What follows belongs to an exercise in optimizing a design on an open flow for small area, a short achievable clock period and few clock cycles; a production flow would make more cautious choices.
RTL that was checked went through simulation tests only; none was proved equivalent to the original.
No activity file was given, so power comes from the tool's default toggle rates.

== green ==
// nes_bankbus
module nes_bankbus (
    input             clk,
    input             rst,
    input      [7:0]  cfg_song,
    input      [7:0]  cfg_region,
    input      [15:0] cfg_init_addr,
    input      [15:0] cfg_play_addr,
    input      [15:0] cfg_load_addr,
    input      [15:0] cfg_vec_nmi,
    input      [15:0] cfg_vec_irq,
    input      [63:0] cfg_bank_init,
    input      [20:0] cfg_file_len,
    input             req_valid,
    output reg        req_ready,
    input      [1:0]  req_op,       
    input      [15:0] req_addr,
    input      [7:0]  req_wdata,
    output reg        resp_valid,
    output reg [7:0]  resp_rdata,
    output reg        resp_err,
    output reg        fault,
    output reg        fault_io,
    output reg        apu_valid,
    output     [15:0] apu_addr,
    output     [7:0]  apu_data,
    output reg        mem_en,
    output reg        mem_we,
    output reg [16:0] mem_addr,
    output reg [7:0]  mem_wdata,
    input      [7:0]  mem_rdata,
    output reg        file_en,
    output reg [20:0] file_addr,
    input      [7:0]  file_rdata,
    input             file_bad
);
Size: ~1900 cells after synthesis, ~180 flip-flops, ~310 I/O pins.
==> flow/config.mk <==
export PLATFORM = sky130hd
export DESIGN_NAME = nes_bankbus
export DESIGN_NICKNAME = nes_bankbus
export VERILOG_FILES = /design/flow/design.v
export SDC_FILE = /design/flow/constraint.sdc
export NUM_CORES = 4
export LEC_CHECK = 0
export ABC_AREA = 1
export CAP_MARGIN = 20
export CORE_MARGIN = 2
export CORE_UTILIZATION = 40
export PLACE_DENSITY = 0.6
export SLEW_MARGIN = 20
==> flow/constraint.sdc <==
create_clock -name core_clock -period 12.0 [get_ports {clk}]
set_input_delay 2.4000 -clock core_clock [delete_from_list [all_inputs] [get_ports {clk}]]
set_output_delay 2.4000 -clock core_clock [all_outputs]
set_load 0.01 [all_outputs]
standard.sh (not shown) runs the stock make flow with config.mk's settings and CLKGATE_MAP_FILE= SYNTH_SCRIPT=/design/flow/synth_recipe.tcl, a recipe that flattens the netlist after the stock synthesis.
==> flow/flow/run.sh <==
#!/bin/bash
# Standard ORFS layout, but the input and output port buffers are buf_1 cells
# instead of the default delay buffers, the clock tree uses clkbuf_8 buffers
# in clusters of 12 sinks without dummy loads, and timing repair aims for
# 8.6 ns of setup slack at the design's 12 ns clock. Each tool's output goes
# to a log here.
set -o pipefail
bash standard.sh "BUFFER_PORTS_ARGS=-buffer_cell sky130_fd_sc_hd__buf_1" \
  "CTS_ARGS=-sink_clustering_enable -repair_clock_nets -buf_list sky130_fd_sc_hd__clkbuf_8 -root_buf sky130_fd_sc_hd__clkbuf_8 -dont_use_dummy_load -sink_clustering_size 12" \
  "SETUP_SLACK_MARGIN=8.6" \
  finish > standard.log 2>&1
Testbench counts of green, summed over its fixed seeds: cycles 803,648.
What red does differently from green at the input level:
==> flow/flow/run.sh <==
#!/bin/bash
# Standard ORFS layout, but the input and output port buffers are buf_2 cells
# instead of the default delay buffers, the clock tree uses clkbuf_8 buffers
# in clusters of 12 sinks without dummy loads, and timing repair aims for
# 8.6 ns of setup slack at the design's 12 ns clock. Each tool's output goes
# to a log here.
set -o pipefail
bash standard.sh "BUFFER_PORTS_ARGS=-buffer_cell sky130_fd_sc_hd__buf_2" \
  "CTS_ARGS=-sink_clustering_enable -repair_clock_nets -buf_list sky130_fd_sc_hd__clkbuf_8 -root_buf sky130_fd_sc_hd__clkbuf_8 -dont_use_dummy_load -sink_clustering_size 12" \
  "SETUP_SLACK_MARGIN=8.6" \
  finish > standard.log 2>&1
--- outcome ---
The final layouts of green and red pass the timing, DRC and antenna checks.
There was hardly any difference in share of the clock period used by the worst path between red and green.
Changes observed in red relative to green: via count lower, routed length on met3 shrank by about 2.7%, measured slew at the worst slew-check pin now smaller, routed via count divided by cell count dropped about 0.75%, setup-violating endpoint count in the final report did not really move.
Delta (red minus green): final period demand of the worst path increased 0.013 ns, clock power increased about 1%.
On red: timing-limited maximum frequency is 1.0 MHz lower than what green gave.
| total area of sequential cells | red vs green | ≈ equal |

========
Another version of the RTL of nes_bankbus (not shown whole).
Size in the first run: about 2200 cells after synthesis, roughly 210 flip-flops, roughly 310 I/O pins, about 15000 sq um of cells after synthesis.
Settings: LEC_CHECK=0, ABC_AREA=1, CAP_MARGIN=20, CORE_MARGIN=2, CORE_UTILIZATION=40, PLACE_DENSITY=0.6, SLEW_MARGIN=20; clock period 12.0 ns.
==> flow/flow/run.sh <==
#!/bin/bash
# Standard ORFS layout, but the input and output port buffers are buf_1 cells
# instead of the default delay buffers, the clock tree uses clkbuf_8 buffers
# in clusters of 12 sinks without dummy loads, and timing repair aims for
# 8.4 ns of setup slack at the design's 12 ns clock. Each tool's output goes
# to a log here.
set -o pipefail
bash standard.sh "BUFFER_PORTS_ARGS=-buffer_cell sky130_fd_sc_hd__buf_1" \
  "CTS_ARGS=-sink_clustering_enable -repair_clock_nets -buf_list sky130_fd_sc_hd__clkbuf_8 -root_buf sky130_fd_sc_hd__clkbuf_8 -dont_use_dummy_load -sink_clustering_size 12" \
  "SETUP_SLACK_MARGIN=8.4" \
  finish > standard.log 2>&1
Testbench counts at the start, summed over its fixed seeds: cycles 545,789.
==> next run, changes <==
--- a/flow/flow/run.sh
+++ b/flow/flow/run.sh
@@ -5 +5 @@
-# 8.4 ns of setup slack at the design's 12 ns clock. Each tool's output goes
+# 8.0 ns of setup slack at the design's 12 ns clock. Each tool's output goes
@@ -10 +10 @@
-  "SETUP_SLACK_MARGIN=8.4" \
+  "SETUP_SLACK_MARGIN=8.0" \
Outcome: The new run passed the timing, DRC and antenna checks. Fmax went down by 7.3%. Setup slack loses 280 ps. Sequential share of layout area barely changes. Register-to-register slack got worse by 400 ps. Final cell count falls by 0.54%.
==> next run, changes <==
--- a/flow/flow/run.sh
+++ b/flow/flow/run.sh
@@ -5 +5 @@
-# 8.0 ns of setup slack at the design's 12 ns clock. Each tool's output goes
+# 8.6 ns of setup slack at the design's 12 ns clock. Each tool's output goes
@@ -10 +10 @@
-  "SETUP_SLACK_MARGIN=8.0" \
+  "SETUP_SLACK_MARGIN=8.6" \
=>
- setup slack improved by 280 ps
- cell area rises by 8.2%
- power rises by 8.4%
- global-route usage rises by 1.3 points
- sequential power falls by 2.5%
- die area stays the same
- flip-flop and latch count stays the same
==> next run, changes <==
==> flow/flow/run.sh (replaced) <==
#!/bin/bash
# Standard ORFS layout, but the input and output port buffers are buf_1 cells
# instead of the default delay buffers, the clock tree uses clkbuf_8 buffers
# in clusters of 14 sinks without dummy loads, and timing repair aims for
# 8.55 ns of setup slack at the design's 12 ns clock. Each tool's output goes
# to a log here.
set -o pipefail
bash standard.sh "BUFFER_PORTS_ARGS=-buffer_cell sky130_fd_sc_hd__buf_1" \
  "CTS_ARGS=-sink_clustering_enable -repair_clock_nets -buf_list sky130_fd_sc_hd__clkbuf_8 -root_buf sky130_fd_sc_hd__clkbuf_8 -dont_use_dummy_load -sink_clustering_size 14 -sink_clustering_max_diameter 70" \
  "SETUP_SLACK_MARGIN=8.55" \
  finish > standard.log 2>&1
Settings changed: ABC_AREA 1 to not set.
Effect: The changed run ran to the end with no violations; worst hold slack barely changes; critical path depth does not change; core utilization came out lower by 0.25 points; sequential power went down by about 2%.
==> next run, changes <==
--- a/flow/flow/run.sh
+++ b/flow/flow/run.sh
@@ -5 +5 @@
-# 8.55 ns of setup slack at the design's 12 ns clock. Each tool's output goes
+# 8.4 ns of setup slack at the design's 12 ns clock. Each tool's output goes
@@ -10 +10 @@
-  "SETUP_SLACK_MARGIN=8.55" \
+  "SETUP_SLACK_MARGIN=8.4" \
Settings changed: ABC_AREA set to 1.
=>
- The new run finished with timing, DRC and antenna clean
- first-iteration DRC count decreases by 2.3%
- worst setup slack improves by 15 ps
- final area decreases by 2.5%
- final cell count rose by 24%
- total power went down by 6.4%
- die area rises by 3.9%

========
Starting RTL as in the previous note.
// nes_bankbus
module nes_bankbus (
    input             clk,
    input             rst,
    input      [7:0]  cfg_song,
    input      [7:0]  cfg_region,
    input      [15:0] cfg_init_addr,
    input      [15:0] cfg_play_addr,
    input      [15:0] cfg_load_addr,
    input      [15:0] cfg_vec_nmi,
    input      [15:0] cfg_vec_irq,
    input      [63:0] cfg_bank_init,
    input      [20:0] cfg_file_len,
    input             req_valid,
    output reg        req_ready,
    input      [1:0]  req_op,       
    input      [15:0] req_addr,
    input      [7:0]  req_wdata,
    output reg        resp_valid,
    output reg [7:0]  resp_rdata,
    output reg        resp_err,
    output reg        fault,
    output reg        fault_io,
    output reg        apu_valid,
    output     [15:0] apu_addr,
    output     [7:0]  apu_data,
    output reg        mem_en,
    output reg        mem_we,
    output reg [16:0] mem_addr,
    output reg [7:0]  mem_wdata,
    input      [7:0]  mem_rdata,
    output reg        file_en,
    output reg [20:0] file_addr,
    input      [7:0]  file_rdata,
    input             file_bad
);
    localparam S_IDLE = 0;    
    localparam S_BRD  = 1;    
    localparam S_RD1  = 2;    
    localparam S_RD2  = 3;    
    localparam S_BW0  = 4;    
    localparam S_BW1  = 5;    
  ...
clock: 12.0 ns
lec_check: 0
cap_margin: 20
core_margin: 2
core_utilization: 40
place_density: 0.6
slew_margin: 20
==> flow/flow/run.sh <==
#!/bin/bash
# Standard ORFS layout, but the input and output port buffers are buf_1 cells
# instead of the default delay buffers, the clock tree uses clkbuf_8 buffers
# in clusters of 14 sinks without dummy loads, and timing repair aims for
# 8.3 ns of setup slack at the design's 12 ns clock. Each tool's output goes
# to a log here.
set -o pipefail
bash standard.sh "BUFFER_PORTS_ARGS=-buffer_cell sky130_fd_sc_hd__buf_1" \
  "CTS_ARGS=-sink_clustering_enable -repair_clock_nets -buf_list sky130_fd_sc_hd__clkbuf_8 -root_buf sky130_fd_sc_hd__clkbuf_8 -dont_use_dummy_load -sink_clustering_size 14 -sink_clustering_max_diameter 70" \
  "SETUP_SLACK_MARGIN=8.3" \
  finish > standard.log 2>&1
Testbench counts at the start, summed over its fixed seeds: cycles 545,789.
Edit:
==> flow/flow/run.sh (replaced) <==
#!/bin/bash
# Standard ORFS layout, but the input and output port buffers are buf_1 cells
# instead of the default delay buffers, the clock tree uses clkbuf_8 buffers
# in clusters of 14 sinks without dummy loads, and timing repair aims for
# 8.45 ns of setup slack at the design's 12 ns clock. Each tool's output goes
# to a log here.
set -o pipefail
bash standard.sh "BUFFER_PORTS_ARGS=-buffer_cell sky130_fd_sc_hd__buf_1" \
  "CTS_ARGS=-sink_clustering_enable -repair_clock_nets -buf_list sky130_fd_sc_hd__clkbuf_8 -root_buf sky130_fd_sc_hd__clkbuf_8 -dont_use_dummy_load -sink_clustering_size 14 -sink_clustering_max_diameter 70" \
  "SETUP_SLACK_MARGIN=8.45" \
  finish > standard.log 2>&1
After rerunning: First-iteration DRC count went up by 17%; design area went up by 4.0%; flip-flop and latch count is unchanged; register-to-register slack is better by 0.15 ns; sequential share of layout area went down by 0.57 points; area after synthesis is unchanged; global-route usage went up by 0.53 points; worst setup slack is better by 0.031 ns; clock-buffer cell count stays the same; power went up by 4.3%; cell count went up by 1.0%.
Edit:
==> flow/flow/run.sh (replaced) <==
#!/bin/bash
# Standard ORFS layout, but the input and output port buffers are buf_1 cells
# instead of the default delay buffers, the clock tree uses clkbuf_8 buffers
# in clusters of 16 sinks without dummy loads, and timing repair aims for
# 8.4 ns of setup slack at the design's 12 ns clock. Each tool's output goes
# to a log here.
set -o pipefail
bash standard.sh "BUFFER_PORTS_ARGS=-buffer_cell sky130_fd_sc_hd__buf_1" \
  "CTS_ARGS=-sink_clustering_enable -repair_clock_nets -buf_list sky130_fd_sc_hd__clkbuf_8 -root_buf sky130_fd_sc_hd__clkbuf_8 -dont_use_dummy_load -sink_clustering_size 16 -sink_clustering_max_diameter 80" \
  "SETUP_SLACK_MARGIN=8.4" \
  finish > standard.log 2>&1
--- a/flow/config.mk
+++ b/flow/config.mk
@@ -6,4 +6,5 @@
 export NUM_CORES = 4
 export LEC_CHECK = 0
+export ABC_AREA = 1
 export CAP_MARGIN = 20
 export CORE_MARGIN = 2
Effect:
- The new run produced a clean layout
- cell area hardly moves
- via count rises by 14%
- worst setup slack gets better by 0.0062 ns
- clock-buffer cell count falls by 2

========
sierra:
RTL: one of the versions met above, not the one the previous note started from.
Size in the first run: about 1900 cells after synthesis, ~310 I/O pins.
export LEC_CHECK = 0
export ABC_AREA = 1
export CAP_MARGIN = 20
export CORE_MARGIN = 2
export CORE_UTILIZATION = 40
export PLACE_DENSITY = 0.6
export SLEW_MARGIN = 20
create_clock -name core_clock -period 12.0 [get_ports {clk}]
==> flow/flow/run.sh <==
#!/bin/bash
# Standard ORFS layout, but the input and output port buffers are buf_2 cells
# instead of the default delay buffers, the clock tree uses clkbuf_8 buffers
# in clusters of 12 sinks without dummy loads, and timing repair aims for
# 8.9 ns of setup slack at the design's 12 ns clock. Each tool's output goes
# to a log here.
set -o pipefail
bash standard.sh "BUFFER_PORTS_ARGS=-buffer_cell sky130_fd_sc_hd__buf_2" \
  "CTS_ARGS=-sink_clustering_enable -repair_clock_nets -buf_list sky130_fd_sc_hd__clkbuf_8 -root_buf sky130_fd_sc_hd__clkbuf_8 -dont_use_dummy_load -sink_clustering_size 12" \
  "SETUP_SLACK_MARGIN=8.9" \
  finish > standard.log 2>&1
In summary, sierra completed successfully, with a layout that passed the timing, DRC and antenna checks.
Testbench counts of sierra, summed over its fixed seeds: cycles 803,648.
Setup changes, sierra to willow
- CORE_UTILIZATION changed from 40 to 60
- PLACE_DENSITY changed from 0.6 to 0.75
==> flow/flow/run.sh <==
#!/bin/bash
# Standard ORFS layout, but the input and output port buffers are buf_2 cells
# instead of the default delay buffers, the clock tree uses clkbuf_8 buffers
# in clusters of 12 sinks without dummy loads, and timing repair aims for
# 8.6 ns of setup slack at the design's 12 ns clock. Each tool's output goes
# to a log here.
set -o pipefail
bash standard.sh "BUFFER_PORTS_ARGS=-buffer_cell sky130_fd_sc_hd__buf_2" \
  "CTS_ARGS=-sink_clustering_enable -repair_clock_nets -buf_list sky130_fd_sc_hd__clkbuf_8 -root_buf sky130_fd_sc_hd__clkbuf_8 -dont_use_dummy_load -sink_clustering_size 12" \
  "SETUP_SLACK_MARGIN=8.6" \
  finish > standard.log 2>&1
Results
- Of willow and sierra, the run reporting the lower clock skew was willow.
- Between willow and sierra, the maximum frequency is lower for sierra.
- sierra → willow: final count of negative-setup-slack endpoints neither gained nor lost much; finished layout cell area -about 7%.
- Going from sierra to willow, sum of met2 wire segment lengths after detailed routing now smaller, logic depth of the worst register-to-register path now larger.
- Diff sierra -> willow: static power due to leakage moved down, violation count after the first detailed-routing iteration moved up.
[inputs] garnet vs willow
- PLACE_DENSITY: 0.75 -> 0.6
- CORE_UTILIZATION: 60 -> 40
- ABC_AREA: 1 -> unset
==> flow/flow/run.sh <==
#!/bin/bash
# Standard ORFS layout, but the input and output port buffers are buf_1 cells
# instead of the default delay buffers, the clock tree uses clkbuf_8 buffers
# in clusters of 12 sinks without dummy loads, and timing repair aims for
# 8.6 ns of setup slack at the design's 12 ns clock. Each tool's output goes
# to a log here.
set -o pipefail
bash standard.sh "BUFFER_PORTS_ARGS=-buffer_cell sky130_fd_sc_hd__buf_1" \
  "CTS_ARGS=-sink_clustering_enable -repair_clock_nets -buf_list sky130_fd_sc_hd__clkbuf_8 -root_buf sky130_fd_sc_hd__clkbuf_8 -dont_use_dummy_load -sink_clustering_size 12" \
  "SETUP_SLACK_MARGIN=8.6" \
  finish > standard.log 2>&1
garnet went all the way through synthesis, placement and routing and the layout is clean on timing, DRC and antenna.
willow reports its slowest cell on the critical path as sky130_fd_sc_hd__edfxtp_1 while garnet reports sky130_fd_sc_hd__a311o_1.
In the tables for garnet and willow, met3 usage reads lower with garnet.
The total area of multi-input combinational cells in garnet is 1.06 times that in willow.
Looking at routed wire length across both flows, garnet is the stronger of the two, with willow trailing.

========
nes_bankbus, a different RTL version from the one above (not shown whole).
For scale: about 1400 cells after synthesis.
export LEC_CHECK = 0
export CAP_MARGIN = 20
export CORE_MARGIN = 2
export CORE_UTILIZATION = 40
export PLACE_DENSITY = 0.6
export SLEW_MARGIN = 20
create_clock -name core_clock -period 12.0 [get_ports {clk}]
==> flow/flow/run.sh <==
#!/bin/bash
# Standard ORFS layout, but the input and output port buffers are buf_2 cells
# instead of the default delay buffers. Each tool's output goes to a log here.
set -o pipefail
bash standard.sh "BUFFER_PORTS_ARGS=-buffer_cell sky130_fd_sc_hd__buf_2" finish > standard.log 2>&1
Rerun with:
ABC_AREA = 1   (was unset)
Result:
- critical path depth is higher by 1
- cell count is higher by 24%
- global-route usage is higher by 1.9 points
- clock skew is lower by 0.0045 ns
Rerun with:
ABC_AREA = unset   (was 1)
ABC_CLOCK_PERIOD_IN_PS = 3000   (was unset)
Result: Final cell count drops by 20%; clock power climbs by 9.0%; power climbs by 11%; sequential share of layout area climbs by 0.61 points; clock skew climbs by 0.0045 ns; count of clock-buffer cells in the layout drops by 4; wire length drops by 8.6%; via count drops by 16%; setup slack degrades by 0.63 ns.
Function was not checked in any run of this note: the RTL went through the layout flow alone.

separate check: timing with driven ports:
No port has a modelled driver above. Below, the same layouts with a new extraction and two added sets of constraints.
Step 1, drivers: a clkbuf_16 drives clk and a buf_2 each remaining input, both assumed.
Step 2 also shifts input and output timing later by t, the mid clock arrival at the registers, as if the neighbouring blocks saw the same clock.
Three values: ideal ports, drivers, drivers and shift; two values: the first two.
run | shift t [ns] | setup WS [ns] | hold WS [ns] | worst slew at a driven data input, ns | pins driven straight from the clock port
green | 0.521 | 8.444 / 8.394 / 8.136 | 0.446 / 0.446 / 0.446 | 0.08 | 1
red | 0.513 | 8.431 / 8.378 / 8.191 | 0.473 / 0.473 / 0.473 | 0.08 | 1
the first run of note 2 | 0.577 | 8.368 / 8.316 / 7.994 | 0.451 / 0.451 / 0.451 | 0.09 | 1
the second run of note 2 | 0.584 | 8.083 / 8.032 / 7.729 | 0.453 / 0.453 / 0.453 | 0.08 | 1
the third run of note 2 | 0.611 | 8.359 / 8.305 / 8.152 | 0.456 / 0.456 / 0.456 | 0.07 | 1
the fourth run of note 2 | 0.577 | 8.336 / 8.290 / 8.017 | 0.458 / 0.458 / 0.458 | 0.07 | 1
the fifth run of note 2 | 0.589 | 8.351 / 8.296 / 7.951 | 0.445 / 0.445 / 0.445 | 0.09 | 1
the first run of note 3 | 0.593 | 8.319 / 8.267 / 7.796 | 0.458 / 0.458 / 0.458 | 0.08 | 1
the second run of note 3 | 0.579 | 8.349 / 8.303 / 7.971 | 0.451 / 0.451 / 0.451 | 0.08 | 1
the third run of note 3 | 0.595 | 8.356 / 8.302 / 7.959 | 0.435 / 0.435 / 0.435 | 0.10 | 1
sierra | 0.530 | 8.386 / 8.333 / 8.368 | 0.463 / 0.463 / 0.463 | 0.08 | 1
willow | 0.532 | 8.410 / 8.367 / 8.185 | 0.465 / 0.465 / 0.465 | 0.07 | 1
garnet | 0.516 | 8.362 / 8.339 / 7.854 | 0.461 / 0.461 / 0.461 | 0.07 | 1
the first run of note 5 | 0.483 | 7.402 / 7.425 / 6.942 | 0.467 / 0.467 / 0.467 | 0.08 | 1
the second run of note 5 | 0.493 | 8.030 / 8.030 / 7.827 | 0.432 / 0.432 / 0.432 | 0.08 | 1
the third run of note 5 | 0.483 | 7.402 / 7.425 / 6.942 | 0.467 / 0.467 / 0.467 | 0.08 | 1
After both steps setup and hold are still met in every run listed. For the first run of note 3, which loses most, drivers alone change the setup slack by -0.052 ns; drivers and shift together by -0.523 ns.
